Background: an optimization exercise with open tools, aiming at a short achievable clock period and few clock cycles. Do not read the settings as production practice. Function was checked by simulation only, so behaviour that the tests miss may differ from the original. Power figures rest on the tool's default switching activity, not on a simulated workload.

== red ==
Design framer, start of the top module:
module framer (
    input  wire        clk,
    input  wire        rst,         
    input  wire        bus_we,
    input  wire [7:0]  bus_addr,
    input  wire [31:0] bus_wdata,
    output reg  [31:0] bus_rdata,
    output wire [7:0]  tx_data,
    output wire        tx_last,
    output wire        tx_valid,
    input  wire        tx_ready
);
Size in the first run: ~11000 cells after synthesis, about 1500 flip-flops, about 86 I/O pins, about 110000 um2 of cells after synthesis.
==> flow/config.mk <==
export PLATFORM = sky130hd
export DESIGN_NAME = framer
export DESIGN_NICKNAME = framer
export VERILOG_FILES = /design/flow/design.v
export SDC_FILE = /design/flow/constraint.sdc
export NUM_CORES = 4
export LEC_CHECK = 0
export ABC_CLOCK_PERIOD_IN_PS = 4000
export CAP_MARGIN = 20
export CORE_MARGIN = 2
export CORE_UTILIZATION = 40
export SETUP_SLACK_MARGIN = 4
export SLEW_MARGIN = 20
==> flow/constraint.sdc <==
create_clock -name core_clock -period 10.0 [get_ports {clk}]
set_input_delay 2.0000 -clock core_clock [delete_from_list [all_inputs] [get_ports {clk}]]
set_output_delay 2.0000 -clock core_clock [all_outputs]
set_load 0.01 [all_outputs]
run.sh (not shown) runs the stock make flow with config.mk's settings and CLKGATE_MAP_FILE= SYNTH_SCRIPT=/design/flow/synth_recipe.tcl, a recipe that flattens the netlist after the stock synthesis.
Testbench counts of red, summed over its fixed seeds: cycles 13,975.
diff inputs: red => blue
--- a/flow/design.v
+++ b/flow/design.v
@@ -434,34 +434,24 @@
     wire       accept = wr_cmd && !busy;
     wire       rx_wr  = wr_rxd && ph_rx;
     wire       rx_app = rx_wr && !rx_nodat;
     wire       rx_fin = rx_wr && rx_end;
     wire l_oor = (rpm_l[31:15] != {17{rpm_l[15]}});
     wire r_oor = (rpm_r[31:15] != {17{rpm_r[15]}});
     wire [7:0] rpm_body_sum = 8'hB7 + 8'hB8 + 8'h01 + 8'hCF + 8'h07 + 8'h01
                             + rpm_l[7:0] + rpm_l[15:8] + 8'h01
                             + rpm_r[7:0] + rpm_r[15:8] + 8'h00;
     wire [7:0] rpm_ck = 8'd0 - rpm_body_sum;
     wire        psel = (rxcnt >= 5'd12);         
-    reg         pre_m, pre_a;
-    always @(posedge clk) begin
-        if (accept) begin
-            pre_m <= 1'b0;
-            pre_a <= 1'b0;
-        end else if (rx_app) begin
-            pre_m <= (rxcnt == 5'd10 || rxcnt == 5'd17);
-            pre_a <= (rxcnt == 5'd9  || rxcnt == 5'd16);
-        end
-    end
-    wire        rld  = rx_app && pre_m;
-    wire        rlda = rx_app && pre_a;
+    wire        rld  = rx_app && (rxcnt == 5'd11 || rxcnt == 5'd18);
+    wire        rlda = rx_app && (rxcnt == 5'd10 || rxcnt == 5'd17);
     wire [63:0] ru_q1, ru_q2;
     rot_unit u_rot (.clk(clk), .lda(rlda), .ld(rld), .din(rx_data),
                     .b0(psel ? rxb[15] : rxb[8]),
                     .b1(psel ? rxb[16] : rxb[9]),
                     .b2(psel ? rxb[17] : rxb[10]),
                     .q1(ru_q1), .q2_c(ru_q2));
     reg  [2:0]  rv;            
     reg  [63:0] h1_q1, h1_q2;
     always @(posedge clk) begin
         rv <= {rv[1:0], rld && !psel};
         if (rv[2]) begin
[summary]
- Sequential power of red is on par with blue.
- Looking at xor/xnor cell area share of the yosys netlist, blue sits 0.19 points below red.
- Worst hold slack: red vs blue, no meaningful difference
- Diff red..blue | via-per-instance ratio | negligible
- Diff red -> blue: met1 layer usage reported by global route went down; power neither gained nor lost much.
- The sequential share of layout area on red is in line with that on blue.
Testbench counts of blue, summed over its fixed seeds: cycles 13,975.

--- another note on this design; it stands on its own ---

## framer
module framer (
    input  wire        clk,
    input  wire        rst,         
    input  wire        bus_we,
    input  wire [7:0]  bus_addr,
    input  wire [31:0] bus_wdata,
    output reg  [31:0] bus_rdata,
    output wire [7:0]  tx_data,
    output wire        tx_last,
    output wire        tx_valid,
    input  wire        tx_ready
);
Size: ~86 I/O pins, roughly 110000 sq um of cells after synthesis.
make LEC_CHECK=0 ABC_CLOCK_PERIOD_IN_PS=4000 CAP_MARGIN=20 CORE_MARGIN=2 CORE_UTILIZATION=55 SETUP_SLACK_MARGIN=4 SLEW_MARGIN=20 finish   # period 10.0 ns
run.sh (not shown) runs the stock make flow with config.mk's settings and CLKGATE_MAP_FILE= SYNTH_SCRIPT=/design/flow/synth_recipe.tcl, a recipe that flattens the netlist after the stock synthesis.
Testbench counts at the start, summed over its fixed seeds: cycles 13,975.
Change:
- CORE_UTILIZATION: 55 -> 40
- SETUP_SLACK_MARGIN: 4 -> 5
=> Synthesized cell count does not change; maximum frequency rises slightly; utilization shrinks by 13 points.
Change:
- PLACE_DENSITY: unset -> 0.75
- SETUP_SLACK_MARGIN: 5 -> 4
What happened: Final area goes down by a little under a tenth. Clock-buffer cell count fell by 8. Fmax is lower slightly. Routed wire length went down by roughly a tenth. Power came out lower by a few percent. Sequential power stays flat. Cell count shrinks by a few percent. Hold slack is worse by 0.015 ns. Setup slack loses 0.12 ns. Combinational power falls by a few percent. Via count shrinks slightly.
Change:
- CORE_UTILIZATION: 40 -> 30
- PLACE_DENSITY: 0.75 -> unset
The new run passed the timing, DRC and antenna checks.
Global-route usage fell by 5.7 points.
First-iteration DRC count fell by about a fifth.
Clock-buffer cell count rose by 29.
Final cell count rose by a little under a tenth.
Sequential share of layout area fell by 0.46 points.
Die area rose by a quarter to a third.

## what the ideal ports hide
The results above use ideal ports. As a check the final layouts listed here were re-extracted and re-timed, cells and wires unchanged. Step 1 sets driving cells, clkbuf_16 on the clock port and buf_2 on the other inputs (assumed; they add their load-dependent delay and slew). Step 2 adds t to the input delays and takes it off the output delays; t is the mean of the earliest and latest rising clock arrival at the registers after step 1. Input paths then give back, and output paths get back, about the clock's delay inside the block. a / b / c = ideal ports / drivers / drivers and shift; a / b = the first two.
| run | t (ns) | slack for setup (ns) | worst setup path after step 2 | worst register clock-pin slew, ns | pins driven straight from the clock port |
|---|---|---|---|---|---|
| red | 0.919 | 3.657 / 3.602 / 3.211 | input to register | 0.08 / 0.08 | 1 |
| blue | 0.914 | 3.878 / 3.827 / 3.299 | input to register | 0.07 / 0.07 | 1 |
| the first run of note 2 | 0.893 | 3.783 / 3.751 / 3.307 | input to register | 0.07 / 0.07 | 1 |
| the second run of note 2 | 0.933 | 3.831 / 3.783 / 3.783 | input to output | 0.07 / 0.07 | 1 |
| the third run of note 2 | 0.873 | 3.712 / 3.663 / 3.248 | input to register | 0.07 / 0.07 | 1 |
| the fourth run of note 2 | 0.909 | 3.758 / 3.705 / 3.153 | input to register | 0.07 / 0.07 | 1 |
After both steps setup and hold are still met in every run listed. The setup slack of the fourth run of note 2, which loses most, moves by -0.053 ns with the drivers and by -0.605 ns with both steps.
